Background: an optimization exercise with open tools, aiming at small area, a short achievable clock period and few clock cycles per item. Do not read the settings as production practice.
No functional check of the RTL was part of any run shown here.
No activity file was given, so power comes from the tool's default toggle rates.

`flow/flow/run.sh`:
```
#!/bin/bash
# The standard layout, with plain buf_1 cells as the port buffers.
set -euo pipefail
bash standard.sh "BUFFER_PORTS_ARGS=-buffer_cell sky130_fd_sc_hd__buf_1" finish > make_finish.log 2>&1
```
`flow/standard.sh`:
```
#!/bin/bash
# synth_recipe.tcl (not shown) runs the flow's synth.tcl, then flattens the netlist and writes it again
# the make line also repeats each setting of config.mk as NAME=value (left out here)
make -C /OpenROAD-flow-scripts/flow DESIGN_CONFIG=/design/flow/config.mk WORK_HOME=/design/flow/orfs CLKGATE_MAP_FILE= SYNTH_SCRIPT=/design/flow/synth_recipe.tcl "${@:-finish}"
```
`flow/config.mk`:
```
export PLATFORM = sky130hd
export DESIGN_NAME = hme_refine
export DESIGN_NICKNAME = hme_refine
export VERILOG_FILES = /design/flow/design.v
export SDC_FILE = /design/flow/constraint.sdc
export NUM_CORES = 4
export LEC_CHECK = 0
export CAP_MARGIN = 20
export CORE_MARGIN = 2
export CORE_UTILIZATION = 25
export PLACE_DENSITY = 0.5
export SLEW_MARGIN = 20
```
`flow/constraint.sdc`:
```
create_clock -name core_clock -period 24.0 [get_ports {clk}]
set_input_delay 4.8000 -clock core_clock [delete_from_list [all_inputs] [get_ports {clk}]]
set_output_delay 4.8000 -clock core_clock [all_outputs]
set_load 0.01 [all_outputs]
```
`flow/design.v`:
```
module hme_refine (
    input  wire         clk,
    input  wire         rst,
    input  wire         start,
    input  wire         level,           
    input  wire [4:0]   grid_rows_m1,    
    input  wire [4:0]   grid_cols_m1,    
    output reg          busy,
    output reg          done,
    output reg          seed_req,
    output reg  [4:0]   seed_mb_row,
    output reg  [4:0]   seed_mb_col,
    input  wire [6:0]   seed_dy,
    input  wire [6:0]   seed_dx,
    output wire         ref_req,
    output reg  [10:0]  ref_y,
    output reg  [10:0]  ref_x,
    input  wire [127:0] ref_row,
    output wire         tgt_req,
    output reg  [10:0]  tgt_y,
    output wire [10:0]  tgt_x,
    input  wire [127:0] tgt_row,
    output reg          res_valid,
    output wire [4:0]   res_mb_row,
    output wire [4:0]   res_mb_col,
    output wire [7:0]   res_dy,
    output wire [7:0]   res_dx,
    output wire [19:0]  res_cost
);
    localparam S_IDLE = 3'd0;
    localparam S_SW1  = 3'd1;    
    localparam S_SW2  = 3'd2;    
    localparam S_LOAD = 3'd3;    
    localparam S_RUN  = 3'd4;    
    localparam S_FIN  = 3'd5;    
    reg [2:0] state;
    reg       lvl1;
    reg [4:0] gr_m1, gc_m1;
    reg [4:0]  mb_r, mb_c;       
    reg [6:0]  tgt_xh;           
    reg [3:0]  cand;             
    reg        cid;              
    reg        first;            
    reg [7:0]  uy, ux;           
    reg [6:0]  nsy, nsx;         
    reg        sp;               
    reg        pf;               
    reg        req;
    assign ref_req = req;
    assign tgt_req = req;
    assign tgt_x = {tgt_xh, 4'd0};
    wire last_mb_c = (mb_c == gc_m1);
    wire last_mb_r = (mb_r == gr_m1);
    wire last_mb   = last_mb_c & last_mb_r;
    wire [4:0] nx_r = last_mb_c ? mb_r + 5'd1 : mb_r;
    wire [4:0] nx_c = last_mb_c ? 5'd0 : mb_c + 5'd1;
    wire [10:0] s_size = lvl1 ? 11'd32 : 11'd64;
    wire [7:0]  s_vec  = lvl1 ? 8'd32 : 8'd64;
    wire [10:0] ty  = lvl1 ? {1'b0, mb_r, 5'd0} : {mb_r, 6'd0};
    wire [10:0] tx  = lvl1 ? {1'b0, mb_c, 5'd0} : {mb_c, 6'd0};
    wire [10:0] nty = lvl1 ? {1'b0, nx_r, 5'd0} : {nx_r, 6'd0};
    wire [10:0] ntx = lvl1 ? {1'b0, nx_c, 5'd0} : {nx_c, 6'd0};
    wire seg_last = lvl1 ? tgt_xh[0] : (tgt_xh[1:0] == 2'b11);
    wire row_last = lvl1 ? (tgt_y[4:0] == 5'd31) : (tgt_y[5:0] == 6'd63);
    wire blk_last = seg_last & row_last;
    wire up_ok = (mb_r != 5'd0);
    wire dn_ok = !last_mb_r;
    wire lf_ok = (mb_c != 5'd0);
    wire rt_ok = !last_mb_c;
    wire uy_p = (uy == s_vec);           
    wire uy_0 = (uy == 8'd0);            
    wire uy_m = (uy == 8'd0 - s_vec);    
    wire ux_p = (ux == s_vec);
    wire ux_0 = (ux == 8'd0);
    wire ux_m = (ux == 8'd0 - s_vec);
    wire [9:1] nb_ok = {
        dn_ok & rt_ok & ~(uy_m & ux_m),
        dn_ok         & ~(uy_m & ux_0),
        dn_ok & lf_ok & ~(uy_m & ux_p),
                rt_ok & ~(uy_0 & ux_m),
                        ~(uy_0 & ux_0),
                lf_ok & ~(uy_0 & ux_p),
        up_ok & rt_ok & ~(uy_p & ux_m),
        up_ok         & ~(uy_p & ux_0),
        up_ok & lf_ok & ~(uy_p & ux_p)
    };
    reg [3:0] ncand;
    reg       nhas;
    integer   n;
    always @(*) begin
        ncand = 4'd0;
        nhas  = 1'b0;
        for (n = 9; n >= 1; n = n - 1) begin
            if (nb_ok[n] && n > cand) begin
                ncand = n[3:0];
                nhas  = 1'b1;
            end
        end
    end
    wire [1:0] na = (ncand <= 4'd3) ? 2'd0 : (ncand <= 4'd6) ? 2'd1 : 2'd2;
    wire [1:0] nb = (ncand == 4'd1 || ncand == 4'd4 || ncand == 4'd7) ? 2'd0 :
                    (ncand == 4'd2 || ncand == 4'd5 || ncand == 4'd8) ? 2'd1 : 2'd2;
    wire [10:0] n_oy = (na == 2'd0) ? ty - s_size : (na == 2'd1) ? ty : ty + s_size;
    wire [10:0] n_ox = (nb == 2'd0) ? tx - s_size : (nb == 2'd1) ? tx : tx + s_size;
    wire [7:0] nuy = {nsy, 1'b0};
    wire [7:0] nux = {nsx, 1'b0};
    wire kill;
    reg  g_cid;
    wire ab = kill & (g_cid == cid);
    wire cand_end = blk_last | ab;
    wire [6:0] rx_back = ref_x[10:4] - (lvl1 ? 7'd1 : 7'd3);
    reg        d1_v, d1_first, d1_last, d1_fin, d1_cid;
    reg [3:0]  d1_cand;
    reg        d2_v, d2_first, d2_last, d2_fin, d2_cid;
    reg [3:0]  d2_cand;
    reg [8:0]  ad [0:15];        
    reg        d3_v, d3_first, d3_last, d3_fin, d3_cid;
    reg [3:0]  d3_cand;
    reg [11:0] ss_a, ss_b;
    reg        g_v, g_first, g_last, g_fin;
    reg [3:0]  g_cand;
    reg  [19:0] acc;
    reg         dead;
    reg  [19:0] thr;             
    reg  [7:0]  b_dy, b_dx;      
    reg  [4:0]  b_r, b_c;        
    reg         have;            
    assign res_mb_row = b_r;
    assign res_mb_col = b_c;
    assign res_dy     = b_dy;
    assign res_dx     = b_dx;
    assign res_cost   = thr;
    integer k;
    wire [7:0]  ax [0:15];
    wire [15:0] ac;
    genvar gi;
    generate
        for (gi = 0; gi < 16; gi = gi + 1) begin : g_abs
            assign ax[gi] = ad[gi][7:0] ^ {8{~ad[gi][8]}};
            assign ac[gi] = ad[gi][8];
        end
    endgenerate
    wire dt1, dt2, dt3, dt4, dt5, dt6, dt7, dt8, dt9, dt10, dt11, dt12, dt13, dt14, dt15, dt16, dt17, dt18, dt19, dt20, dt21, dt22, dt23, dt24, dt25, dt26, dt27, dt28, dt29, dt30, dt31, dt32, dt33, dt34, dt35, dt36, dt37, dt38, dt39, dt40, dt41, dt42, dt43, dt44, dt45, dt46, dt47, dt48, dt49, dt50, dt51, dt52, dt53, dt54, dt55, dt56, dt57, dt58, dt59, dt60, dt61, dt62, dt63, dt64, dt65, dt66, dt67, dt68, dt69, dt70, dt71, dt72, dt73, dt74, dt75, dt76, dt77, dt78, dt79, dt80, dt81, dt82, dt83, dt84, dt85, dt86, dt87, dt88, dt89, dt90, dt91, dt92, dt93, dt94, dt95, dt96, dt97, dt98, dt99, dt100, dt101, dt102, dt103, dt104, dt105, dt106, dt107, dt108, dt109, dt110, dt111, dt112, dt113, dt114, dt115, dt116, dt117, dt118, dt119, dt120, dt121, dt122, dt123, dt124, dt125, dt126, dt127, dt128, dt129, dt130, dt131, dt132, dt133, dt134, dt135, dt136, dt137, dt138, dt139, dt140, dt141, dt142, dt143, dt144, dt145, dt146, dt147, dt148, dt149, dt150, dt151, dt152, dt153, dt154, dt155, dt156, dt157, dt158, dt159, dt160, dt161, dt162, dt163, dt164, dt165, dt166, dt167, dt168, dt169, dt170, dt171, dt172, dt173, dt174, dt175, dt176, dt177, dt178, dt179, dt180, dt181, dt182, dt183, dt184, dt185, dt186, dt187, dt188, dt189, dt190, dt191, dt192, dt193, dt194, dt195, dt196, dt197, dt198, dt199, dt200, dt201, dt202, dt203, dt204, dt205, dt206, dt207, dt208, dt209, dt210, dt211, dt212, dt213, dt214, dt215, dt216, dt217, dt218, dt219, dt220, dt221, dt222, dt223, dt224, dt225, dt226, dt227, dt228, dt229, dt230, dt231, dt232, dt233, dt234, dt235, dt236, dt237, dt238, dt239, dt240, dt241, dt242, dt243, dt244, dt245, dt246, dt247, dt248, dt249, dt250, dt251, dt252, dt253, dt254, dt255, dt256, dt257, dt258, dt259, dt260, dt261, dt262, dt263, dt264, dt265, dt266, dt267, dt268, dt269, dt270, dt271, dt272;
    assign dt1 = ax[0][0] ^ ac[0] ^ ax[1][0];
    assign dt2 = (ax[0][0] & ac[0]) | (ax[0][0] & ax[1][0]) | (ac[0] & ax[1][0]);
    assign dt3 = ac[1] ^ ax[2][0] ^ ac[2];
    assign dt4 = (ac[1] & ax[2][0]) | (ac[1] & ac[2]) | (ax[2][0] & ac[2]);
    assign dt5 = dt1 ^ dt3 ^ ax[3][0];
    assign dt6 = (dt1 & dt3) | (dt1 & ax[3][0]) | (dt3 & ax[3][0]);
    assign dt7 = ac[3] ^ ax[4][0] ^ ac[4];
    assign dt8 = (ac[3] & ax[4][0]) | (ac[3] & ac[4]) | (ax[4][0] & ac[4]);
    assign dt9 = ax[5][0] ^ ac[5] ^ ax[6][0];
    assign dt10 = (ax[5][0] & ac[5]) | (ax[5][0] & ax[6][0]) | (ac[5] & ax[6][0]);
    assign dt11 = ac[6] ^ ax[7][0] ^ ac[7];
    assign dt12 = (ac[6] & ax[7][0]) | (ac[6] & ac[7]) | (ax[7][0] & ac[7]);
    assign dt13 = ax[8][0] ^ ac[8];
    assign dt14 = ax[8][0] & ac[8];
    assign dt15 = dt2 ^ dt4 ^ ax[0][1];
    assign dt16 = (dt2 & dt4) | (dt2 & ax[0][1]) | (dt4 & ax[0][1]);
    assign dt17 = ax[1][1] ^ ax[2][1] ^ ax[3][1];
    assign dt18 = (ax[1][1] & ax[2][1]) | (ax[1][1] & ax[3][1]) | (ax[2][1] & ax[3][1]);
    assign dt19 = dt5 ^ dt7 ^ dt9;
    assign dt20 = (dt5 & dt7) | (dt5 & dt9) | (dt7 & dt9);
    assign dt21 = dt11 ^ dt13 ^ ax[9][0];
    assign dt22 = (dt11 & dt13) | (dt11 & ax[9][0]) | (dt13 & ax[9][0]);
    assign dt23 = ac[9] ^ ax[10][0] ^ ac[10];
    assign dt24 = (ac[9] & ax[10][0]) | (ac[9] & ac[10]) | (ax[10][0] & ac[10]);
    assign dt25 = dt6 ^ dt8 ^ dt10;
    assign dt26 = (dt6 & dt8) | (dt6 & dt10) | (dt8 & dt10);
    assign dt27 = dt12 ^ dt14 ^ dt15;
    assign dt28 = (dt12 & dt14) | (dt12 & dt15) | (dt14 & dt15);
    assign dt29 = dt17 ^ ax[4][1] ^ ax[5][1];
    assign dt30 = (dt17 & ax[4][1]) | (dt17 & ax[5][1]) | (ax[4][1] & ax[5][1]);
    assign dt31 = ax[6][1] ^ ax[7][1] ^ ax[8][1];
    assign dt32 = (ax[6][1] & ax[7][1]) | (ax[6][1] & ax[8][1]) | (ax[7][1] & ax[8][1]);
    assign dt33 = ax[9][1] ^ ax[10][1];
    assign dt34 = ax[9][1] & ax[10][1];
    assign dt35 = dt16 ^ dt18 ^ ax[0][2];
    assign dt36 = (dt16 & dt18) | (dt16 & ax[0][2]) | (dt18 & ax[0][2]);
    assign dt37 = ax[1][2] ^ ax[2][2] ^ ax[3][2];
    assign dt38 = (ax[1][2] & ax[2][2]) | (ax[1][2] & ax[3][2]) | (ax[2][2] & ax[3][2]);
    assign dt39 = ax[4][2] ^ ax[5][2] ^ ax[6][2];
    assign dt40 = (ax[4][2] & ax[5][2]) | (ax[4][2] & ax[6][2]) | (ax[5][2] & ax[6][2]);
    assign dt41 = ax[7][2] ^ ax[8][2] ^ ax[9][2];
    assign dt42 = (ax[7][2] & ax[8][2]) | (ax[7][2] & ax[9][2]) | (ax[8][2] & ax[9][2]);
    assign dt43 = ax[10][2] ^ ax[11][2] ^ ax[12][2];
    assign dt44 = (ax[10][2] & ax[11][2]) | (ax[10][2] & ax[12][2]) | (ax[11][2] & ax[12][2]);
    assign dt45 = ax[0][3] ^ ax[1][3] ^ ax[2][3];
    assign dt46 = (ax[0][3] & ax[1][3]) | (ax[0][3] & ax[2][3]) | (ax[1][3] & ax[2][3]);
    assign dt47 = ax[3][3] ^ ax[4][3] ^ ax[5][3];
    assign dt48 = (ax[3][3] & ax[4][3]) | (ax[3][3] & ax[5][3]) | (ax[4][3] & ax[5][3]);
    assign dt49 = ax[6][3] ^ ax[7][3] ^ ax[8][3];
    assign dt50 = (ax[6][3] & ax[7][3]) | (ax[6][3] & ax[8][3]) | (ax[7][3] & ax[8][3]);
    assign dt51 = ax[9][3] ^ ax[10][3] ^ ax[11][3];
    assign dt52 = (ax[9][3] & ax[10][3]) | (ax[9][3] & ax[11][3]) | (ax[10][3] & ax[11][3]);
    assign dt53 = ax[0][4] ^ ax[1][4] ^ ax[2][4];
    assign dt54 = (ax[0][4] & ax[1][4]) | (ax[0][4] & ax[2][4]) | (ax[1][4] & ax[2][4]);
    assign dt55 = ax[3][4] ^ ax[4][4] ^ ax[5][4];
    assign dt56 = (ax[3][4] & ax[4][4]) | (ax[3][4] & ax[5][4]) | (ax[4][4] & ax[5][4]);
    assign dt57 = ax[6][4] ^ ax[7][4] ^ ax[8][4];
    assign dt58 = (ax[6][4] & ax[7][4]) | (ax[6][4] & ax[8][4]) | (ax[7][4] & ax[8][4]);
    assign dt59 = ax[9][4] ^ ax[10][4];
    assign dt60 = ax[9][4] & ax[10][4];
    assign dt61 = ax[0][5] ^ ax[1][5] ^ ax[2][5];
    assign dt62 = (ax[0][5] & ax[1][5]) | (ax[0][5] & ax[2][5]) | (ax[1][5] & ax[2][5]);
    assign dt63 = ax[3][5] ^ ax[4][5] ^ ax[5][5];
    assign dt64 = (ax[3][5] & ax[4][5]) | (ax[3][5] & ax[5][5]) | (ax[4][5] & ax[5][5]);
    assign dt65 = ax[6][5] ^ ax[7][5] ^ ax[8][5];
    assign dt66 = (ax[6][5] & ax[7][5]) | (ax[6][5] & ax[8][5]) | (ax[7][5] & ax[8][5]);
    assign dt67 = ax[9][5] ^ ax[10][5];
    assign dt68 = ax[9][5] & ax[10][5];
    assign dt69 = ax[0][6] ^ ax[1][6] ^ ax[2][6];
    assign dt70 = (ax[0][6] & ax[1][6]) | (ax[0][6] & ax[2][6]) | (ax[1][6] & ax[2][6]);
    assign dt71 = ax[3][6] ^ ax[4][6] ^ ax[5][6];
    assign dt72 = (ax[3][6] & ax[4][6]) | (ax[3][6] & ax[5][6]) | (ax[4][6] & ax[5][6]);
    assign dt73 = ax[6][6] ^ ax[7][6] ^ ax[8][6];
    assign dt74 = (ax[6][6] & ax[7][6]) | (ax[6][6] & ax[8][6]) | (ax[7][6] & ax[8][6]);
    assign dt75 = ax[9][6] ^ ax[10][6];
    assign dt76 = ax[9][6] & ax[10][6];
    assign dt77 = ax[0][7] ^ ax[1][7] ^ ax[2][7];
    assign dt78 = (ax[0][7] & ax[1][7]) | (ax[0][7] & ax[2][7]) | (ax[1][7] & ax[2][7]);
    assign dt79 = ax[3][7] ^ ax[4][7] ^ ax[5][7];
    assign dt80 = (ax[3][7] & ax[4][7]) | (ax[3][7] & ax[5][7]) | (ax[4][7] & ax[5][7]);
    assign dt81 = ax[6][7] ^ ax[7][7] ^ ax[8][7];
    assign dt82 = (ax[6][7] & ax[7][7]) | (ax[6][7] & ax[8][7]) | (ax[7][7] & ax[8][7]);
    assign dt83 = ax[9][7] ^ ax[10][7];
    assign dt84 = ax[9][7] & ax[10][7];
    assign dt85 = dt19 ^ dt21 ^ dt23;
    assign dt86 = (dt19 & dt21) | (dt19 & dt23) | (dt21 & dt23);
    assign dt87 = ax[11][0] ^ ac[11] ^ ax[12][0];
    assign dt88 = (ax[11][0] & ac[11]) | (ax[11][0] & ax[12][0]) | (ac[11] & ax[12][0]);
    assign dt89 = dt20 ^ dt22 ^ dt24;
    assign dt90 = (dt20 & dt22) | (dt20 & dt24) | (dt22 & dt24);
    assign dt91 = dt25 ^ dt27 ^ dt29;
    assign dt92 = (dt25 & dt27) | (dt25 & dt29) | (dt27 & dt29);
    assign dt93 = dt31 ^ dt33 ^ ax[11][1];
    assign dt94 = (dt31 & dt33) | (dt31 & ax[11][1]) | (dt33 & ax[11][1]);
    assign dt95 = dt26 ^ dt28 ^ dt30;
    assign dt96 = (dt26 & dt28) | (dt26 & dt30) | (dt28 & dt30);
    assign dt97 = dt32 ^ dt34 ^ dt35;
    assign dt98 = (dt32 & dt34) | (dt32 & dt35) | (dt34 & dt35);
    assign dt99 = dt37 ^ dt39 ^ dt41;
    assign dt100 = (dt37 & dt39) | (dt37 & dt41) | (dt39 & dt41);
    assign dt101 = dt43 ^ ax[13][2];
    assign dt102 = dt43 & ax[13][2];
    assign dt103 = dt36 ^ dt38 ^ dt40;
    assign dt104 = (dt36 & dt38) | (dt36 & dt40) | (dt38 & dt40);
    assign dt105 = dt42 ^ dt44 ^ dt45;
    assign dt106 = (dt42 & dt44) | (dt42 & dt45) | (dt44 & dt45);
    assign dt107 = dt47 ^ dt49 ^ dt51;
    assign dt108 = (dt47 & dt49) | (dt47 & dt51) | (dt49 & dt51);
    assign dt109 = ax[12][3] ^ ax[13][3] ^ ax[14][3];
    assign dt110 = (ax[12][3] & ax[13][3]) | (ax[12][3] & ax[14][3]) | (ax[13][3] & ax[14][3]);
    assign dt111 = dt46 ^ dt48 ^ dt50;
    assign dt112 = (dt46 & dt48) | (dt46 & dt50) | (dt48 & dt50);
    assign dt113 = dt52 ^ dt53 ^ dt55;
    assign dt114 = (dt52 & dt53) | (dt52 & dt55) | (dt53 & dt55);
    assign dt115 = dt57 ^ dt59 ^ ax[11][4];
    assign dt116 = (dt57 & dt59) | (dt57 & ax[11][4]) | (dt59 & ax[11][4]);
    assign dt117 = ax[12][4] ^ ax[13][4] ^ ax[14][4];
    assign dt118 = (ax[12][4] & ax[13][4]) | (ax[12][4] & ax[14][4]) | (ax[13][4] & ax[14][4]);
    assign dt119 = dt54 ^ dt56 ^ dt58;
    assign dt120 = (dt54 & dt56) | (dt54 & dt58) | (dt56 & dt58);
    assign dt121 = dt60 ^ dt61 ^ dt63;
    assign dt122 = (dt60 & dt61) | (dt60 & dt63) | (dt61 & dt63);
    assign dt123 = dt65 ^ dt67 ^ ax[11][5];
    assign dt124 = (dt65 & dt67) | (dt65 & ax[11][5]) | (dt67 & ax[11][5]);
    assign dt125 = ax[12][5] ^ ax[13][5] ^ ax[14][5];
    assign dt126 = (ax[12][5] & ax[13][5]) | (ax[12][5] & ax[14][5]) | (ax[13][5] & ax[14][5]);
    assign dt127 = dt62 ^ dt64 ^ dt66;
    assign dt128 = (dt62 & dt64) | (dt62 & dt66) | (dt64 & dt66);
    assign dt129 = dt68 ^ dt69 ^ dt71;
    assign dt130 = (dt68 & dt69) | (dt68 & dt71) | (dt69 & dt71);
    assign dt131 = dt73 ^ dt75 ^ ax[11][6];
    assign dt132 = (dt73 & dt75) | (dt73 & ax[11][6]) | (dt75 & ax[11][6]);
    assign dt133 = ax[12][6] ^ ax[13][6] ^ ax[14][6];
    assign dt134 = (ax[12][6] & ax[13][6]) | (ax[12][6] & ax[14][6]) | (ax[13][6] & ax[14][6]);
    assign dt135 = dt70 ^ dt72 ^ dt74;
    assign dt136 = (dt70 & dt72) | (dt70 & dt74) | (dt72 & dt74);
    assign dt137 = dt76 ^ dt77 ^ dt79;
    assign dt138 = (dt76 & dt77) | (dt76 & dt79) | (dt77 & dt79);
    assign dt139 = dt81 ^ dt83 ^ ax[11][7];
    assign dt140 = (dt81 & dt83) | (dt81 & ax[11][7]) | (dt83 & ax[11][7]);
    assign dt141 = ax[12][7] ^ ax[13][7] ^ ax[14][7];
    assign dt142 = (ax[12][7] & ax[13][7]) | (ax[12][7] & ax[14][7]) | (ax[13][7] & ax[14][7]);
    assign dt143 = dt85 ^ dt87 ^ ac[12];
    assign dt144 = (dt85 & dt87) | (dt85 & ac[12]) | (dt87 & ac[12]);
    assign dt145 = ax[13][0] ^ ac[13];
    assign dt146 = ax[13][0] & ac[13];
    assign dt147 = dt86 ^ dt88 ^ dt89;
    assign dt148 = (dt86 & dt88) | (dt86 & dt89) | (dt88 & dt89);
    assign dt149 = dt91 ^ dt93 ^ ax[12][1];
    assign dt150 = (dt91 & dt93) | (dt91 & ax[12][1]) | (dt93 & ax[12][1]);
    assign dt151 = ax[13][1] ^ ax[14][1];
    assign dt152 = ax[13][1] & ax[14][1];
    assign dt153 = dt90 ^ dt92 ^ dt94;
    assign dt154 = (dt90 & dt92) | (dt90 & dt94) | (dt92 & dt94);
    assign dt155 = dt95 ^ dt97 ^ dt99;
    assign dt156 = (dt95 & dt97) | (dt95 & dt99) | (dt97 & dt99);
    assign dt157 = dt101 ^ ax[14][2] ^ ax[15][2];
    assign dt158 = (dt101 & ax[14][2]) | (dt101 & ax[15][2]) | (ax[14][2] & ax[15][2]);
    assign dt159 = dt96 ^ dt98 ^ dt100;
    assign dt160 = (dt96 & dt98) | (dt96 & dt100) | (dt98 & dt100);
    assign dt161 = dt102 ^ dt103 ^ dt105;
    assign dt162 = (dt102 & dt103) | (dt102 & dt105) | (dt103 & dt105);
    assign dt163 = dt107 ^ dt109 ^ ax[15][3];
    assign dt164 = (dt107 & dt109) | (dt107 & ax[15][3]) | (dt109 & ax[15][3]);
    assign dt165 = dt104 ^ dt106 ^ dt108;
    assign dt166 = (dt104 & dt106) | (dt104 & dt108) | (dt106 & dt108);
    assign dt167 = dt110 ^ dt111 ^ dt113;
    assign dt168 = (dt110 & dt111) | (dt110 & dt113) | (dt111 & dt113);
    assign dt169 = dt115 ^ dt117 ^ ax[15][4];
    assign dt170 = (dt115 & dt117) | (dt115 & ax[15][4]) | (dt117 & ax[15][4]);
    assign dt171 = dt112 ^ dt114 ^ dt116;
    assign dt172 = (dt112 & dt114) | (dt112 & dt116) | (dt114 & dt116);
    assign dt173 = dt118 ^ dt119 ^ dt121;
    assign dt174 = (dt118 & dt119) | (dt118 & dt121) | (dt119 & dt121);
    assign dt175 = dt123 ^ dt125 ^ ax[15][5];
    assign dt176 = (dt123 & dt125) | (dt123 & ax[15][5]) | (dt125 & ax[15][5]);
    assign dt177 = dt120 ^ dt122 ^ dt124;
    assign dt178 = (dt120 & dt122) | (dt120 & dt124) | (dt122 & dt124);
    assign dt179 = dt126 ^ dt127 ^ dt129;
    assign dt180 = (dt126 & dt127) | (dt126 & dt129) | (dt127 & dt129);
    assign dt181 = dt131 ^ dt133 ^ ax[15][6];
    assign dt182 = (dt131 & dt133) | (dt131 & ax[15][6]) | (dt133 & ax[15][6]);
    assign dt183 = dt128 ^ dt130 ^ dt132;
    assign dt184 = (dt128 & dt130) | (dt128 & dt132) | (dt130 & dt132);
    assign dt185 = dt134 ^ dt135 ^ dt137;
    assign dt186 = (dt134 & dt135) | (dt134 & dt137) | (dt135 & dt137);
    assign dt187 = dt139 ^ dt141 ^ ax[15][7];
    assign dt188 = (dt139 & dt141) | (dt139 & ax[15][7]) | (dt141 & ax[15][7]);
    assign dt189 = dt136 ^ dt138 ^ dt140;
    assign dt190 = (dt136 & dt138) | (dt136 & dt140) | (dt138 & dt140);
    assign dt191 = dt142 ^ dt78 ^ dt80;
    assign dt192 = (dt142 & dt78) | (dt142 & dt80) | (dt78 & dt80);
    assign dt193 = dt82 ^ dt84;
    assign dt194 = dt82 & dt84;
    assign dt195 = dt143 ^ dt145 ^ ax[14][0];
    assign dt196 = (dt143 & dt145) | (dt143 & ax[14][0]) | (dt145 & ax[14][0]);
    assign dt197 = dt144 ^ dt146 ^ dt147;
    assign dt198 = (dt144 & dt146) | (dt144 & dt147) | (dt146 & dt147);
    assign dt199 = dt149 ^ dt151;
    assign dt200 = dt149 & dt151;
    assign dt201 = dt148 ^ dt150 ^ dt152;
    assign dt202 = (dt148 & dt150) | (dt148 & dt152) | (dt150 & dt152);
    assign dt203 = dt153 ^ dt155 ^ dt157;
    assign dt204 = (dt153 & dt155) | (dt153 & dt157) | (dt155 & dt157);
    assign dt205 = dt154 ^ dt156 ^ dt158;
    assign dt206 = (dt154 & dt156) | (dt154 & dt158) | (dt156 & dt158);
    assign dt207 = dt159 ^ dt161 ^ dt163;
    assign dt208 = (dt159 & dt161) | (dt159 & dt163) | (dt161 & dt163);
    assign dt209 = dt160 ^ dt162 ^ dt164;
    assign dt210 = (dt160 & dt162) | (dt160 & dt164) | (dt162 & dt164);
    assign dt211 = dt165 ^ dt167 ^ dt169;
    assign dt212 = (dt165 & dt167) | (dt165 & dt169) | (dt167 & dt169);
    assign dt213 = dt166 ^ dt168 ^ dt170;
    assign dt214 = (dt166 & dt168) | (dt166 & dt170) | (dt168 & dt170);
    assign dt215 = dt171 ^ dt173 ^ dt175;
    assign dt216 = (dt171 & dt173) | (dt171 & dt175) | (dt173 & dt175);
    assign dt217 = dt172 ^ dt174 ^ dt176;
    assign dt218 = (dt172 & dt174) | (dt172 & dt176) | (dt174 & dt176);
    assign dt219 = dt177 ^ dt179 ^ dt181;
    assign dt220 = (dt177 & dt179) | (dt177 & dt181) | (dt179 & dt181);
    assign dt221 = dt178 ^ dt180 ^ dt182;
    assign dt222 = (dt178 & dt180) | (dt178 & dt182) | (dt180 & dt182);
    assign dt223 = dt183 ^ dt185 ^ dt187;
    assign dt224 = (dt183 & dt185) | (dt183 & dt187) | (dt185 & dt187);
    assign dt225 = dt184 ^ dt186 ^ dt188;
    assign dt226 = (dt184 & dt186) | (dt184 & dt188) | (dt186 & dt188);
    assign dt227 = dt189 ^ dt191 ^ dt193;
    assign dt228 = (dt189 & dt191) | (dt189 & dt193) | (dt191 & dt193);
    assign dt229 = dt190 ^ dt192;
    assign dt230 = dt190 & dt192;
    assign dt231 = dt195 ^ ac[14];
    assign dt232 = dt195 & ac[14];
    assign dt233 = dt196 ^ dt197 ^ dt199;
    assign dt234 = (dt196 & dt197) | (dt196 & dt199) | (dt197 & dt199);
    assign dt235 = dt198 ^ dt200 ^ dt201;
    assign dt236 = (dt198 & dt200) | (dt198 & dt201) | (dt200 & dt201);
    assign dt237 = dt202 ^ dt204 ^ dt205;
    assign dt238 = (dt202 & dt204) | (dt202 & dt205) | (dt204 & dt205);
    assign dt239 = dt206 ^ dt208 ^ dt209;
    assign dt240 = (dt206 & dt208) | (dt206 & dt209) | (dt208 & dt209);
    assign dt241 = dt210 ^ dt212 ^ dt213;
    assign dt242 = (dt210 & dt212) | (dt210 & dt213) | (dt212 & dt213);
    assign dt243 = dt214 ^ dt216 ^ dt217;
    assign dt244 = (dt214 & dt216) | (dt214 & dt217) | (dt216 & dt217);
    assign dt245 = dt218 ^ dt220 ^ dt221;
    assign dt246 = (dt218 & dt220) | (dt218 & dt221) | (dt220 & dt221);
    assign dt247 = dt222 ^ dt224 ^ dt225;
    assign dt248 = (dt222 & dt224) | (dt222 & dt225) | (dt224 & dt225);
    assign dt249 = dt226 ^ dt228 ^ dt229;
    assign dt250 = (dt226 & dt228) | (dt226 & dt229) | (dt228 & dt229);
    assign dt251 = dt231 ^ ax[15][0];
    assign dt252 = dt231 & ax[15][0];
    assign dt253 = dt232 ^ dt233 ^ ax[15][1];
    assign dt254 = (dt232 & dt233) | (dt232 & ax[15][1]) | (dt233 & ax[15][1]);
    assign dt255 = dt234 ^ dt235 ^ dt203;
    assign dt256 = (dt234 & dt235) | (dt234 & dt203) | (dt235 & dt203);
    assign dt257 = dt236 ^ dt237 ^ dt207;
    assign dt258 = (dt236 & dt237) | (dt236 & dt207) | (dt237 & dt207);
    assign dt259 = dt238 ^ dt239 ^ dt211;
    assign dt260 = (dt238 & dt239) | (dt238 & dt211) | (dt239 & dt211);
    assign dt261 = dt240 ^ dt241 ^ dt215;
    assign dt262 = (dt240 & dt241) | (dt240 & dt215) | (dt241 & dt215);
    assign dt263 = dt242 ^ dt243 ^ dt219;
    assign dt264 = (dt242 & dt243) | (dt242 & dt219) | (dt243 & dt219);
    assign dt265 = dt244 ^ dt245 ^ dt223;
    assign dt266 = (dt244 & dt245) | (dt244 & dt223) | (dt245 & dt223);
    assign dt267 = dt246 ^ dt247 ^ dt227;
    assign dt268 = (dt246 & dt247) | (dt246 & dt227) | (dt247 & dt227);
    assign dt269 = dt248 ^ dt249 ^ dt194;
    assign dt270 = (dt248 & dt249) | (dt248 & dt194) | (dt249 & dt194);
    assign dt271 = dt250 ^ dt230;
    assign dt272 = dt250 & dt230;
    wire [11:0] t_a = {dt272, dt270, dt268, dt266, dt264, dt262, dt260, dt258, dt256, dt254, dt252, dt251};
    wire [11:0] t_b = {1'b0, dt271, dt269, dt267, dt265, dt263, dt261, dt259, dt257, dt255, dt253, ac[15]};
    wire        live    = g_v & (g_first | ~dead);
    wire        is_seed = (g_cand == 4'd0);
    assign      kill    = live & ~is_seed & (acc >= thr);
    wire        fin_ok  = live & ~kill & g_last;
    wire [1:0]  fa = (g_cand <= 4'd3) ? 2'd0 : (g_cand <= 4'd6) ? 2'd1 : 2'd2;
    wire [1:0]  fb = (g_cand == 4'd1 || g_cand == 4'd4 || g_cand == 4'd7) ? 2'd0 :
                     (g_cand == 4'd2 || g_cand == 4'd5 || g_cand == 4'd8) ? 2'd1 : 2'd2;
    wire [7:0]  f_vy = (fa == 2'd0) ? s_vec : (fa == 2'd1) ? 8'd0 : 8'd0 - s_vec;
    wire [7:0]  f_vx = (fb == 2'd0) ? s_vec : (fb == 2'd1) ? 8'd0 : 8'd0 - s_vec;
    always @(posedge clk) begin
        for (k = 0; k < 16; k = k + 1)
            ad[k] <= {1'b0, ref_row[8*k +: 8]} + {1'b0, ~tgt_row[8*k +: 8]};
        ss_a <= t_a;
        ss_b <= t_b;
        acc  <= (d3_first ? 20'd0 : acc) + {8'd0, ss_a} + {8'd0, ss_b};
        {g_first, g_last, g_cid, g_cand} <= {d3_first, d3_last, d3_cid, d3_cand};
        {d2_first, d2_last, d2_cid, d2_cand} <= {d1_first, d1_last, d1_cid, d1_cand};
        {d3_first, d3_last, d3_cid, d3_cand} <= {d2_first, d2_last, d2_cid, d2_cand};
        d1_first  <= first;
        d1_last   <= blk_last;
        d1_cid    <= cid;
        d1_cand   <= cand;
        if (sp) begin
            nsy <= seed_dy;
            nsx <= seed_dx;
        end
        if (fin_ok) begin
            thr <= acc;
            if (is_seed) begin
                b_dy <= uy;
                b_dx <= ux;
                b_r  <= mb_r;
                b_c  <= mb_c;
            end else begin
                b_dy <= f_vy;
                b_dx <= f_vx;
            end
        end
        if (kill)
            dead <= 1'b1;
        else if (g_v & g_first)
            dead <= 1'b0;
        if (!busy) begin
            lvl1  <= level;
            gr_m1 <= grid_rows_m1;
            gc_m1 <= grid_cols_m1;
            mb_r  <= 5'd0;
            mb_c  <= 5'd0;
            seed_mb_row <= 5'd0;
            seed_mb_col <= 5'd0;
        end
        if (state == S_LOAD || (state == S_RUN && cand_end && !nhas && !last_mb)) begin
            if (state == S_RUN) begin
                mb_r <= nx_r;
                mb_c <= nx_c;
            end
            uy    <= nuy;
            ux    <= nux;
            ref_y <= (state == S_RUN ? nty : ty) - {{3{nuy[7]}}, nuy};
            ref_x <= (state == S_RUN ? ntx : tx) - {{3{nux[7]}}, nux};
            tgt_y <= state == S_RUN ? nty : ty;
            tgt_xh <= state == S_RUN ? ntx[10:4] : tx[10:4];
            cand  <= 4'd0;
            cid   <= ~cid;
            first <= 1'b1;
        end else if (state == S_RUN) begin
            first <= 1'b0;
            if (pf && !last_mb) begin
                seed_mb_row <= nx_r;
                seed_mb_col <= nx_c;
            end
            if (!cand_end) begin
                if (seg_last) begin
                    ref_x <= {rx_back, ref_x[3:0]};
                    ref_y <= ref_y + 11'd1;
                    tgt_y <= tgt_y + 11'd1;
                    tgt_xh <= tx[10:4];
                end else begin
                    ref_x <= ref_x + 11'd16;
                    tgt_xh <= tgt_xh + 7'd1;
                end
            end else if (nhas) begin
                ref_y <= n_oy;
                ref_x <= n_ox;
                tgt_y <= ty;
                tgt_xh <= tx[10:4];
                cand  <= ncand;
                cid   <= ~cid;
                first <= 1'b1;
            end
        end
    end
    always @(posedge clk) begin
        if (rst) begin
            state     <= S_IDLE;
            busy      <= 1'b0;
            done      <= 1'b0;
            req       <= 1'b0;
            seed_req  <= 1'b0;
            sp        <= 1'b0;
            pf        <= 1'b0;
            d1_v <= 1'b0; d2_v <= 1'b0; d3_v <= 1'b0;
            d1_fin <= 1'b0; d2_fin <= 1'b0; d3_fin <= 1'b0;
            g_v <= 1'b0; g_fin <= 1'b0;
            res_valid <= 1'b0;
            have      <= 1'b0;
        end else begin
            sp       <= seed_req;
            seed_req <= 1'b0;
            pf       <= 1'b0;
            d1_v   <= req;
            d1_fin <= (state == S_FIN);
            {d2_v, d2_fin} <= {d1_v, d1_fin};
            {d3_v, d3_fin} <= {d2_v, d2_fin};
            {g_v, g_fin}   <= {d3_v, d3_fin};
            case (state)
                S_IDLE: begin
                    if (start) begin
                        busy     <= 1'b1;
                        seed_req <= 1'b1;
                        state    <= S_SW1;
                    end
                end
                S_SW1: state <= S_SW2;
                S_SW2: state <= S_LOAD;
                S_LOAD: begin
                    req   <= 1'b1;
                    pf    <= 1'b1;
                    state <= S_RUN;
                end
                S_RUN: begin
                    if (pf && !last_mb)
                        seed_req <= 1'b1;
                    if (cand_end && !nhas) begin
                        if (!last_mb) begin
                            pf <= 1'b1;
                        end else begin
                            req   <= 1'b0;
                            state <= S_FIN;
                        end
                    end
                end
                S_FIN: state <= S_IDLE;
                default: state <= S_IDLE;
            endcase
            res_valid <= 1'b0;
            done      <= 1'b0;
            if (fin_ok & is_seed)
                have <= 1'b1;
            if (g_v & g_first & is_seed & have)
                res_valid <= 1'b1;
            if (g_fin) begin
                res_valid <= have;
                have      <= 1'b0;
                done      <= 1'b1;
                busy      <= 1'b0;
            end
        end
    end
endmodule
```
==> flow_summary.yaml, run 1 <==
synthesis:
  yosys_warnings: 2
  synth_cells: 2285
  synth_ff_type: "dfxtp_1"
  synth_edf_count: 123
  yosys.cell_types.count: 88
  ys_seq_area_share_pct: 37.5
  synthArstFlopShare_pct: 0
  syn_area_sq_um: 23700
  syn_area_per_cell_sq_um: 10.4
  synth-seq-cells: 383
global_routing:
  grt_pass1_wl_um: 101000
  antenna_found_initial: 3
  grtUsageTotal_pct: 13.6
  first_global_vias: 16700
  grt_max_degree: 57
  gr-total-overflow: 0
floorplan:
  io_pins: 390
  row_count: 112
  die-area_sq_um: 97300
  die_x_um: 312
  core_area_sq_um: 93600
  fp.dieH_um: 312
  initial_utilization_pct: 25.3
worst_hold_path:
  hp-start: "d1_cid$_DFF_P_"
  hold_path.class: "flop to flop"
critical_path:
  crit_type: "flop to primary output"
  critPathMaxStageDelay_ns: 0.68
  crit_arrival_ns: 1.49
  crit_start: "busy$_SDFFE_PP0P_"
  critPathTopFamily: "flip-flops"
  cp-start-kind: "flop"
  path_buf_inv: 1
  crit_slowest_cell: "dfxtp_1"
  crit_required_ns: 19.20
  timing.rr.start: "ad[1][8]$_DFF_P_"
  end_kind: "primary output"
  path_cells: "buf_1"
  cp_max_fo: 14
clock_network:
  cts_root_buffer: "clkbuf_16"
  cts_tree: "done"
  clockBufferDepth: 3
  numCtsBuffers: 45
  cts_resized: 0
  post-cts-setup-buffers: 0
  clock-sinks: 383
  htreeDepth: 2
  cts.clk_slew.worst_paths_ns: 0.06
  postCtsHoldBufs: 0
  worstSkewPairLatency_ns: 0.60
power_and_ir_drop:
  p_per_area_nw_per_um2: 137
  internal_power_mw: 2.21
  p_leak_nw: 12.0
  worst_ir_drop_vdd_mv: 0.158
  power_switching_mw: 1.62
  swShare_pct: 42.4
  power_frac_clock_pct: 18.6
  p_seq_share_pct: 23.4
  combinationalPowerShare_pct: 58.0
drt:
  drt-initial-drc-count: 742
  routed_wl_um: 67900
  routedWlPerCell_um: 17.2
  drc: 0
  ant_nets: 0
  drtPass1Iterations: 5
  vias: 16600
  vias_per_cell: 4.21
finish:
  nNetsFinal: 3289
  fillers: 9860
  drive_gt1_share_pct: 4.57
  n_antenna_cell: 0
  synthToLayoutAreaGrowth_pct: 18.3
sta:
  hold_violations: 0
  slew_viol_final: 0
  setup_viol: 0
  min_period_over_period_pct: 26.2
  fin_crit_ns: 6.29
  tightest_slew_ns: 1.03
  timing.hold.ws_ns: 0.295
  rsz0062_at_grt: "no"
  timing.fmax_ghz: 0.159
  tns_ns: 0
  fin_skew_ns: 0.0498
  maxSlewHeadroom_pct: 31.3
placed_design:
  port_buffers: 382
  dpl.hpwl_um: 56000
  gp_congestion: 0.865
job:
  maxCapViolations: 0
outcome:
  status: "timing/DRC/antenna clean"
-- power groups by stage --
stage	Clock, mW	Combinational [mW]	Sequential, mW
6_report	0.713	2.22	0.897
5_1_grt	0.765	2.62	0.909
4_1_cts	0.741	2.29	0.900
3_5_place_dp	0	2.27	0.913
3_3_place_gp	0	2.23	0.912
2_1_floorplan	0	1.58	0.885
-- cell usage after synthesis (58+ instances only) --
library cell	instances	area (sq um)
inv_1	345	1290
dfxtp_1	260	5200
ha_1	205	2560
xnor2_1	183	1600
fa_1	143	2860
a21oi_1	134	671
xor2_1	132	1160
edfxtp_1	123	3690
nor2_1	92	345
nand2_1	72	270
o21ai_0	71	355
o21bai_1	58	435
-- stage by stage --
stage / util [%] / setup slack [ns] / total power, mW / instances / instance area (sq um)
floorplan: - / 17.60 / 2.46 / 2291 / 23700
global placement: 28.3 / 17.32 / 3.14 / 3864 / 26500
detailed placement: 28.3 / 17.28 / 3.18 / 3864 / 26500
CTS: 30.0 / 17.66 / 3.93 / 3948 / 28000
global route: 30.0 / 17.62 / 4.30 / 3948 / 28100
finish: 30.0 / 17.71 / 3.83 / 3948 / 28100
-- logic make-up (layout without fill, tap and decap cells) --
| group | Yosys count | after routing | synth area share [%] |
|---|---|---|---|
| fa+ha+maj | 348 | 348 | 22.9 |
| simple gates | 366 | 366 | 7.94 |
| buf+inv | 418 | 821 | 6.89 |
| flops | 383 | 383 | 37.5 |
| compound gates | 418 | 418 | 11.5 |
| xor+xnor | 315 | 315 | 11.6 |
| other cells | 1 | 7 | 0.0158 |
| mux | 36 | 36 | 1.56 |
-- registers in the layout, summed over array words and instances (netlist names), 7 cells and up --
name,cells
ss_a,12
uy,7
nsy,7
tgt_xh,7
ux,7
thr,20
ref_x,10
b_dx,7
tgt_y,11
ref_y,11
ss_b,11
acc,20
nsx,7
ad,144
b_dy,7
-- metal layers --
layer / global-route usage [%] / vias to the layer above / share of wire (%)
li1: - / 8314 / -
met1: 16.8 / 7761 / 42
met2: 23.7 / 430 / 49
met3: 2.81 / 93 / 5.7
met4: 4.36 / 4 / 3.0
met5: 0 / - / 0.026
-- path summary, 6_finish.rpt --
check	slack [ns]	cells past startpoint	end
worst max-delay path	17.71	1	busy
worst min-delay path	0.30	0	d2_cid$_DFF_P_
worst max register to register	18.87	13	ss_b[1]$_DFF_P_
worst min register to register	0.30	0	d2_cid$_DFF_P_
-- area by class of cell --
cell class              instances  area, sq um  area share [%]
clock buffers                  68         1370            4.88
flip-flops and latches        383         8900            31.7
clock inverters                16          190           0.678
multi-input cells            1490        13200            47.1
repair buffers                390         1490            5.33
inverters                     347         1310            4.66
well taps                    1254         1570            5.59
-- placed cells by master, fill, tap and decap left out, types with 12 or more instances in the layout --
cell type	n
dfxtp_1	260
nand2b_1	20
nor2_1	91
inv_1	345
ha_1	205
clkbuf_1	12
clkbuf_16	50
nor3_1	19
edfxtp_1	123
a21o_1	45
xor2_1	132
fa_1	143
nand2_1	72
a21oi_1	134
nor2b_1	48
nand3_1	36
xnor2_1	183
o21bai_1	58
and3_1	17
o21ai_0	71
and2_1	17
buf_1	382
mux2i_1	28
==> run 2, diff against run 1 <==
--- a/flow/design.v
+++ b/flow/design.v
@@ -36,2 +36,3 @@
     reg [2:0] state;
+    reg       idle;              
     reg       lvl1;
@@ -44,5 +45,2 @@
     reg [7:0]  uy, ux;           
-    reg [6:0]  nsy, nsx;         
-    reg        sp;               
-    reg        pf;               
     reg        req;
@@ -60,4 +58,2 @@
     wire [10:0] tx  = lvl1 ? {1'b0, mb_c, 5'd0} : {mb_c, 6'd0};
-    wire [10:0] nty = lvl1 ? {1'b0, nx_r, 5'd0} : {nx_r, 6'd0};
-    wire [10:0] ntx = lvl1 ? {1'b0, nx_c, 5'd0} : {nx_c, 6'd0};
     wire seg_last = lvl1 ? tgt_xh[0] : (tgt_xh[1:0] == 2'b11);
@@ -104,4 +100,2 @@
     wire [10:0] n_ox = (nb == 2'd0) ? tx - s_size : (nb == 2'd1) ? tx : tx + s_size;
-    wire [7:0] nuy = {nsy, 1'b0};
-    wire [7:0] nux = {nsx, 1'b0};
     wire kill;
@@ -439,6 +433,2 @@
         d1_cand   <= cand;
-        if (sp) begin
-            nsy <= seed_dy;
-            nsx <= seed_dx;
-        end
         if (fin_ok) begin
@@ -459,3 +449,3 @@
             dead <= 1'b0;
-        if (!busy) begin
+        if (idle) begin
             lvl1  <= level;
@@ -468,19 +458,17 @@
         end
-        if (state == S_LOAD || (state == S_RUN && cand_end && !nhas && !last_mb)) begin
-            if (state == S_RUN) begin
-                mb_r <= nx_r;
-                mb_c <= nx_c;
-            end
-            uy    <= nuy;
-            ux    <= nux;
-            ref_y <= (state == S_RUN ? nty : ty) - {{3{nuy[7]}}, nuy};
-            ref_x <= (state == S_RUN ? ntx : tx) - {{3{nux[7]}}, nux};
-            tgt_y <= state == S_RUN ? nty : ty;
-            tgt_xh <= state == S_RUN ? ntx[10:4] : tx[10:4];
-            cand  <= 4'd0;
-            cid   <= ~cid;
-            first <= 1'b1;
+        if (state == S_SW2 || (state == S_RUN && cand_end && !nhas && !last_mb)) begin
+            uy <= {seed_dy, 1'b0};
+            ux <= {seed_dx, 1'b0};
+        end
+        if (state == S_LOAD) begin
+            ref_y  <= ty - {{3{uy[7]}}, uy};
+            ref_x  <= tx - {{3{ux[7]}}, ux};
+            tgt_y  <= ty;
+            tgt_xh <= tx[10:4];
+            cand   <= 4'd0;
+            cid    <= ~cid;
+            first  <= 1'b1;
         end else if (state == S_RUN) begin
             first <= 1'b0;
-            if (pf && !last_mb) begin
+            if (!nhas) begin
                 seed_mb_row <= nx_r;
@@ -490,8 +478,8 @@
                 if (seg_last) begin
-                    ref_x <= {rx_back, ref_x[3:0]};
-                    ref_y <= ref_y + 11'd1;
-                    tgt_y <= tgt_y + 11'd1;
+                    ref_x  <= {rx_back, ref_x[3:0]};
+                    ref_y  <= ref_y + 11'd1;
+                    tgt_y  <= tgt_y + 11'd1;
                     tgt_xh <= tx[10:4];
                 end else begin
-                    ref_x <= ref_x + 11'd16;
+                    ref_x  <= ref_x + 11'd16;
                     tgt_xh <= tgt_xh + 7'd1;
@@ -499,9 +487,12 @@
             end else if (nhas) begin
-                ref_y <= n_oy;
-                ref_x <= n_ox;
-                tgt_y <= ty;
+                ref_y  <= n_oy;
+                ref_x  <= n_ox;
+                tgt_y  <= ty;
                 tgt_xh <= tx[10:4];
-                cand  <= ncand;
-                cid   <= ~cid;
-                first <= 1'b1;
+                cand   <= ncand;
+                cid    <= ~cid;
+                first  <= 1'b1;
+            end else if (!last_mb) begin
+                mb_r <= nx_r;
+                mb_c <= nx_c;
             end
@@ -513,2 +504,3 @@
             busy      <= 1'b0;
+            idle      <= 1'b1;
             done      <= 1'b0;
@@ -516,4 +508,2 @@
             seed_req  <= 1'b0;
-            sp        <= 1'b0;
-            pf        <= 1'b0;
             d1_v <= 1'b0; d2_v <= 1'b0; d3_v <= 1'b0;
@@ -524,5 +514,2 @@
         end else begin
-            sp       <= seed_req;
-            seed_req <= 1'b0;
-            pf       <= 1'b0;
             d1_v   <= req;
@@ -534,4 +521,5 @@
                 S_IDLE: begin
-                    if (start) begin
+                    if (start && idle) begin
                         busy     <= 1'b1;
+                        idle     <= 1'b0;
                         seed_req <= 1'b1;
@@ -540,3 +528,6 @@
                 end
-                S_SW1: state <= S_SW2;
+                S_SW1: begin
+                    seed_req <= 1'b0;
+                    state    <= S_SW2;
+                end
                 S_SW2: state <= S_LOAD;
@@ -544,3 +535,2 @@
                     req   <= 1'b1;
-                    pf    <= 1'b1;
                     state <= S_RUN;
@@ -548,11 +538,7 @@
                 S_RUN: begin
-                    if (pf && !last_mb)
-                        seed_req <= 1'b1;
+                    seed_req <= !nhas && !last_mb;
                     if (cand_end && !nhas) begin
-                        if (!last_mb) begin
-                            pf <= 1'b1;
-                        end else begin
-                            req   <= 1'b0;
-                            state <= S_FIN;
-                        end
+                        req      <= 1'b0;
+                        seed_req <= 1'b0;
+                        state    <= last_mb ? S_FIN : S_LOAD;
                     end
@@ -573,2 +559,3 @@
                 busy      <= 1'b0;
+                idle      <= 1'b1;
             end
==> run 2 against run 1 <==
Area after synthesis fell by 3.3%. Sequential cell count fell by 15. Fmax rose by 2.7%. Sequential share of layout area fell by 0.62 points. Critical path type is now input pin to flop. Largest power group unchanged. Highest routed layer unchanged.
==> flow_summary.yaml, run 2 <==
drt:
  met2_wirelength_um: 30700
  drtPass1Iterations: 5
  wl_met1_um: 27600
  top_layer_used: "met5"
  drt-initial-drc-count: 736
  routed_wl_um: 63300
  drc: 0
  vias: 16100
  ant_nets: 0
  vias_per_cell: 4.20
  routedWlPerCell_um: 16.5
  dr_wl_met3_um: 3770
sta:
  fin_skew_ns: 0.0252
  tightest_slew_ns: 1.02
  timing.fmax_ghz: 0.163
  maxSlewHeadroom_pct: 31.1
  slew_viol_final: 0
  tns_ns: 0
  min_period_over_period_pct: 25.5
  fin_crit_ns: 6.12
  setup_viol: 0
  hold_violations: 0
  rsz0062_at_grt: "no"
  worst_slack_ns: 17.88
clock_network:
  clock-sinks: 368
  cts_resized: 0
  htreeDepth: 2
  clockBufferDepth: 3
  cts.clk_slew.worst_paths_ns: 0.06
  cts_tree: "done"
  postCtsHoldBufs: 0
  post-cts-setup-buffers: 0
  worstSkewPairLatency_ns: 0.57
  cts_root_buffer: "clkbuf_16"
  numCtsBuffers: 43
power_and_ir_drop:
  swShare_pct: 42.2
  worst_ir_drop_vdd_mv: 0.176
  p_leak_nw: 11.9
  internal_power_mw: 2.12
  p_per_area_nw_per_um2: 135
  p_seq_share_pct: 23.7
  power_switching_mw: 1.55
  combinationalPowerShare_pct: 58.1
  power_frac_clock_pct: 18.2
synthesis:
  synth_edf_count: 109
  yosys_warnings: 2
  yosys-top-cells-count: "352 x inv_1, 259 x dfxtp_1, 206 x ha_1"
  yosys.cell_types.count: 73
  synth_area_leaders: "dfxtp_1 23%, edfxtp_1 14%, fa_1 12%"
  synth-seq-cells: 368
  synth_cells: 2228
  synth_ff_type: "dfxtp_1"
  yosysMostFrequentCell: "inv_1"
  synthArstFlopShare_pct: 0
  syn_area_per_cell_sq_um: 10.3
  yosysTopAreaCell: "dfxtp_1"
  ys_seq_area_share_pct: 36.9
  syn_area_sq_um: 22900
  yosysTopAreaCellShare_pct: 22.6
floorplan:
  die-area_sq_um: 94200
  io_pins: 390
  initial_utilization_pct: 25.1
  die_x_um: 307
  row_count: 111
  fp.dieH_um: 307
  core_area_sq_um: 91200
finish:
  reg.largest.list: "ad: 144 flops, acc: 20 flops, thr: 20 flops"
  layout_common_cells: "382 x buf_1, 352 x inv_1, 259 x dfxtp_1"
  layout_commonest_cell: "buf_1"
  drive_gt1_share_pct: 4.11
  synthToLayoutAreaGrowth_pct: 18.5
  nNetsFinal: 3247
  largest_reg_flops: 144
  top_register: "ad"
placed_design:
  dpl.hpwl_um: 53100
  port_buffers: 382
  gp_congestion: 0.848
  dp_slack_ns: 17.33
critical_path:
  critPathMaxStageDelay_ns: 0.41
  cp_max_fo: 2
  cp_common_cell: "a21oi_1"
  end_kind: "flop"
  crit_slowest_cell: "fa_1"
  crit_type: "input pin to flop"
  crit_arrival_ns: 6.57
  critPathTopFamily: "compound AO/OA/AOI/OAI gates"
  path_cells: "buf_1, inv_1, ha_1, fa_1, a21o_1, a21oi_1, o21bai_1, a21oi_1, nor2b_1, o21ai_0, nand2b_1"
  path_buf_inv: 2
  cp-start-kind: "input pin"
  crit_required_ns: 24.44
worst_hold_path:
  hold_path.class: "flop to flop"
global_routing:
  grtUsageTotal_pct: 13.2
  gr-total-overflow: 0
  grt_max_degree: 44
  first_global_vias: 16300
  grt_pass1_wl_um: 95200
  antenna_found_initial: 7
job:
  maxCapViolations: 0
outcome:
  status: "timing/DRC/antenna clean"
-- run 2: logic make-up (layout without fill, tap and decap cells) --
kind of cell,count (synthesis),in the layout,synth area share (%)
fa+ha+maj,349,349,23.7
other cells,1,9,0.0163
simple gates,354,354,7.99
flops,368,368,36.9
compound gates,408,408,11.5
xor+xnor,310,310,11.8
mux,24,24,1.07
buf+inv,414,829,6.98
-- run 2: power groups by stage --
stage / registers (mW) / clock network (mW) / logic, mW
5_1_grt: 0.884 / 0.709 / 2.58
2_1_floorplan: 0.858 / 0 / 1.59
4_1_cts: 0.875 / 0.688 / 2.19
6_report: 0.871 / 0.667 / 2.13
3_5_place_dp: 0.888 / 0 / 2.19
3_3_place_gp: 0.887 / 0 / 2.14
-- run 2: path summary, 6_finish.rpt --
path,from,endpoint,slack (ns),cells past startpoint
max,tgt_row[80],ad[10][8]$_DFF_P_,17.88,11
min,d3_last$_DFF_P_,g_last$_DFF_P_,0.32,0
max reg2reg,mb_c[0]$_DFF_P_,ux[3]$_DFFE_PP_,18.91,10
min reg2reg,d3_last$_DFF_P_,g_last$_DFF_P_,0.32,0
-- run 2: routing by layer --
layer  GRT usage, %  vias up
li1               -     8135
met1           16.3     7445
met2           23.3      435
met3           2.95       73
met4           2.99       10
met5              0        -
-- run 2: per-stage QoR --
stage | util (%) | cells | area [sq um] | hold slack (ns) | total power [mW]
2_1_floorplan | - | 2234 | 23000 | 0.310 | 2.45
3_3_place_gp | 28.2 | 3754 | 25700 | 0.311 | 3.03
3_5_place_dp | 28.2 | 3754 | 25700 | 0.312 | 3.08
4_1_cts | 29.8 | 3834 | 27200 | 0.315 | 3.76
5_1_grt | 29.8 | 3835 | 27200 | 0.332 | 4.17
6_report | 29.8 | 3837 | 27200 | 0.316 | 3.67
-- run 2: area by class of cell --
type | instances | area (sq um)
fillers | 9588 | 64100
diodes | 2 | 5.00
clock inverters | 25 | 231
flip-flops and latches | 368 | 8460
repair buffers | 396 | 1560
clock buffers | 55 | 1210
multi-input cells | 1452 | 12900
inverters | 353 | 1330
well taps | 1186 | 1480
==> run 3, diff against run 2 <==
--- a/flow/config.mk
+++ b/flow/config.mk
@@ -7,2 +7,3 @@
 export LEC_CHECK = 0
+export ABC_AREA = 1
 export CAP_MARGIN = 20
@@ -10,2 +11,3 @@
 export CORE_UTILIZATION = 25
+export CTS_BUF_LIST = sky130_fd_sc_hd__clkbuf_4 sky130_fd_sc_hd__clkbuf_8
 export PLACE_DENSITY = 0.5
==> run 3 against run 2 <==
Global-route usage rose by 0.89 points. First-iteration DRC count rose by 15%. Sequential share of layout area fell by 0.22 points. Sequential power rose by 3.3%. Clock-buffer cell count rose by 61. Utilization rose by 0.16 points. Register-to-register slack improved by 0.08 ns. Via count rose by 5.4%. Area after synthesis rose by 0.22%. Cell count rose by 8.6%. Wire length rose by 4.8%. Clock skew rose by 0.033 ns.
==> flow_summary.yaml, run 3 <==
outcome:
  status: "timing/DRC/antenna clean"
synthesis:
  yosys.cell_types.count: 54
  synth_compound_area_share_pct: 7.57
  synthArstFlopShare_pct: 0
  synth-xor-area-share_pct: 11.2
  syn_area_per_cell_sq_um: 9.24
  synthMuxAreaShare_pct: 0.185
  synth_ff_type: "dfxtp_1"
  ys_seq_area_share_pct: 36.8
  synth_adder_area_share_pct: 23.7
  synth_top_family_by_area: "adder cells"
  synth_cells: 2489
  synthSimpleGateAreaFrac_pct: 11.2
  syn_area_sq_um: 23000
  yosysTopAreaCell: "dfxtp_1"
  synth_area_leaders: "dfxtp_1 23%, edfxtp_1 14%, fa_1 12%"
  synth_edf_count: 109
  yosys-top-cells-count: "491 x inv_1, 272 x nand2_1, 259 x dfxtp_1"
  yosysTopAreaCellShare_pct: 22.6
  synth-seq-cells: 368
  yosysMostFrequentCell: "inv_1"
  yosys_warnings: 2
job:
  maxCapViolations: 0
sta:
  tightest_slew_ns: 0.814
  min_period_over_period_pct: 25.6
  setup_viol: 0
  slew_viol_final: 0
  hold_violations: 0
  tns_ns: 0
  fin_skew_ns: 0.0582
  timing.fmax_ghz: 0.163
  rsz0062_at_grt: "no"
  maxSlewHeadroom_pct: 45.4
  fin_crit_ns: 6.15
clock_network:
  clockBufferDepth: 3
  cts_resized: 0
  cts_tree: "done"
  post-cts-setup-buffers: 0
  clock-sinks: 368
  worstSkewPairLatency_ns: 0.68
  postCtsHoldBufs: 0
  numCtsBuffers: 75
  htreeDepth: 3
  cts.clk_slew.worst_paths_ns: 0.06
  cts_root_buffer: "clkbuf_8"
drt:
  wl_met1_um: 27700
  top_layer_used: "met5"
  drtPass1Iterations: 5
  dr_wl_met3_um: 3840
  vias_per_cell: 4.07
  routedWlPerCell_um: 15.9
  drt-initial-drc-count: 849
  met2_wirelength_um: 32600
  routed_wl_um: 66400
  vias: 17000
  drc: 0
  ant_nets: 0
floorplan:
  io_pins: 390
  initial_utilization_pct: 25.2
  fp.dieH_um: 307
  row_count: 111
  die_x_um: 307
  die-area_sq_um: 94400
  core_area_sq_um: 91400
power_and_ir_drop:
  internal_power_mw: 2.14
  power_frac_clock_pct: 17.9
  p_total_mw: 3.80
  p_per_area_nw_per_um2: 139
  p_leak_nw: 12.8
  combinationalPowerShare_pct: 58.4
  p_seq_share_pct: 23.7
  swShare_pct: 43.6
  worst_ir_drop_vdd_mv: 0.121
  power_switching_mw: 1.66
finish:
  nNetsFinal: 3550
  largest_reg_flops: 144
  layout_common_cells: "491 x inv_1, 382 x buf_1, 272 x nand2_1"
  drive_gt1_share_pct: 6.59
  reg.largest.list: "ad: 144 flops, acc: 20 flops, thr: 20 flops"
  layout_commonest_cell: "inv_1"
  synthToLayoutAreaGrowth_pct: 19.1
  top_register: "ad"
worst_hold_path:
  hp-start: "d3_cid$_DFF_P_"
  whs_path_depth: 0
  min_to: "g_cid$_DFF_P_"
  hold_path.class: "flop to flop"
critical_path:
  worst-r2r-setup-slack_ns: 18.99
  crit_required_ns: 19.20
  cp-start-kind: "flop"
  end_kind: "primary output"
  critPathTopFamily: "flip-flops"
  path_cells: "buf_1"
  crit_arrival_ns: 1.35
  path_buf_inv: 1
  critPathMaxStageDelay_ns: 0.49
  crit_slowest_cell: "edfxtp_1"
  timing.rr.start: "ad[1][8]$_DFF_P_"
  worstReg2RegEnd: "ss_b[1]$_DFF_P_"
  crit_type: "flop to primary output"
  crit_start: "ref_x[4]$_DFFE_PP_"
  cp_max_fo: 4
  rr_worst_depth: 13
global_routing:
  antenna_found_initial: 6
  grt_max_degree: 35
  first_global_vias: 17200
  grtUsageTotal_pct: 14.1
  grt_pass1_wl_um: 99600
  gr-total-overflow: 0
placed_design:
  port_buffers: 382
  gp_congestion: 0.873
  dpl.hpwl_um: 55800
==> run 3: changes by cell type in the layout (fill, tap and decap cells not counted), sizes merged, moves of 42 or more <==
cell    change
nand2     +226
inv       +157
xnor2     -107
nor2       +96
xor2       +92
clkbuf     +61
nand3      +49
a21o       -42
nor2b      -42
==> run 3: kinds of logic (layout without fill, tap and decap cells) <==
family,Yosys count,after routing
simple gates,602,602
buf+inv,557,1037
flops,368,368
fa+ha+maj,349,349
compound gates,313,313
xor+xnor,295,295
mux,4,4
other cells,1,12
==> run 3: power groups by stage <==
| stage | clock network, mW | registers, mW | logic [mW] |
|---|---|---|---|
| after global routing | 0.734 | 0.915 | 2.65 |
| after detailed placement | 0 | 0.916 | 2.30 |
| after floorplan | 0 | 0.883 | 1.70 |
| after global placement | 0 | 0.916 | 2.28 |
| final | 0.683 | 0.900 | 2.22 |
| after CTS | 0.706 | 0.904 | 2.30 |
==> run 3: worst max-delay path by stage <==
| stage | slack [ns] | to | depth (start not counted) |
|---|---|---|---|
| 6_report | 17.85 | ref_x[4] | 1 |
| 5_1_grt | 17.73 | res_cost[0] | 1 |
| 4_1_cts | 17.79 | ref_x[4] | 1 |
| 3_5_place_dp | 17.40 | ad[13][8]$_DFF_P_ | 12 |
| 3_3_place_gp | 17.42 | ad[13][8]$_DFF_P_ | 12 |
| 2_1_floorplan | 17.80 | ad[14][7]$_DFF_P_ | 12 |
==> run 3: metal layers <==
layer	vias up	global-route usage, %
li1	8683	-
met4	2	5.24
met5	-	0
met2	467	24.8
met3	102	2.92
met1	7714	16.8
==> run 3: final cells by class <==
| class | count | area [sq um] |
|---|---|---|
| inverters | 508 | 1910 |
| fillers | 9765 | 64000 |
| clock buffers | 116 | 1420 |
| repair buffers | 394 | 1520 |
| flip-flops and latches | 368 | 8460 |
| multi-input cells | 1570 | 12400 |
| clock inverters | 19 | 151 |
| well taps | 1186 | 1480 |
| diodes | 5 | 12.5 |
==> run 3: through the flow <==
step | area (sq um) | utilization (%) | worst slack (ns) | hold WS, ns | instances
floorplan | 23000 | - | 17.80 | 0.310 | 2495
global placement | 25800 | 28.2 | 17.42 | 0.310 | 4026
detailed placement | 25800 | 28.2 | 17.40 | 0.312 | 4026
CTS | 27400 | 30.0 | 17.79 | 0.322 | 4161
global route | 27400 | 30.0 | 17.73 | 0.329 | 4162
finish | 27400 | 30.0 | 17.85 | 0.323 | 4166

what the ideal ports hide:
In the flow no input, the clock included, has a driving cell. The finished layouts below were timed again as built, in two steps. Step 1: set_driving_cell puts a clkbuf_16 on clk and a buf_2 on each other input, an assumption about the parent block. Step 2 also shifts input and output timing later by t, the mid clock arrival at the registers, as if the neighbouring blocks saw the same clock. Three values: ideal ports, drivers, drivers and shift; two values: the first two.
| run | t, ns | setup WS [ns] | worst setup path after step 2 | worst slew at a driven data input, ns | pins driven straight from the clock port |
|---|---|---|---|---|---|
| run 1 | 0.635 | 17.711 / 17.649 / 17.295 | input to register | 0.16 | 1 |
| run 2 | 0.618 | 17.876 / 17.901 / 17.294 | input to register | 0.08 | 1 |
| run 3 | 0.724 | 17.846 / 17.777 / 17.407 | input to register | 0.16 | 1 |
After both steps every run listed still meets setup and hold. For run 2, which loses most, drivers alone change the setup slack by +0.025 ns; drivers and shift together by -0.582 ns.
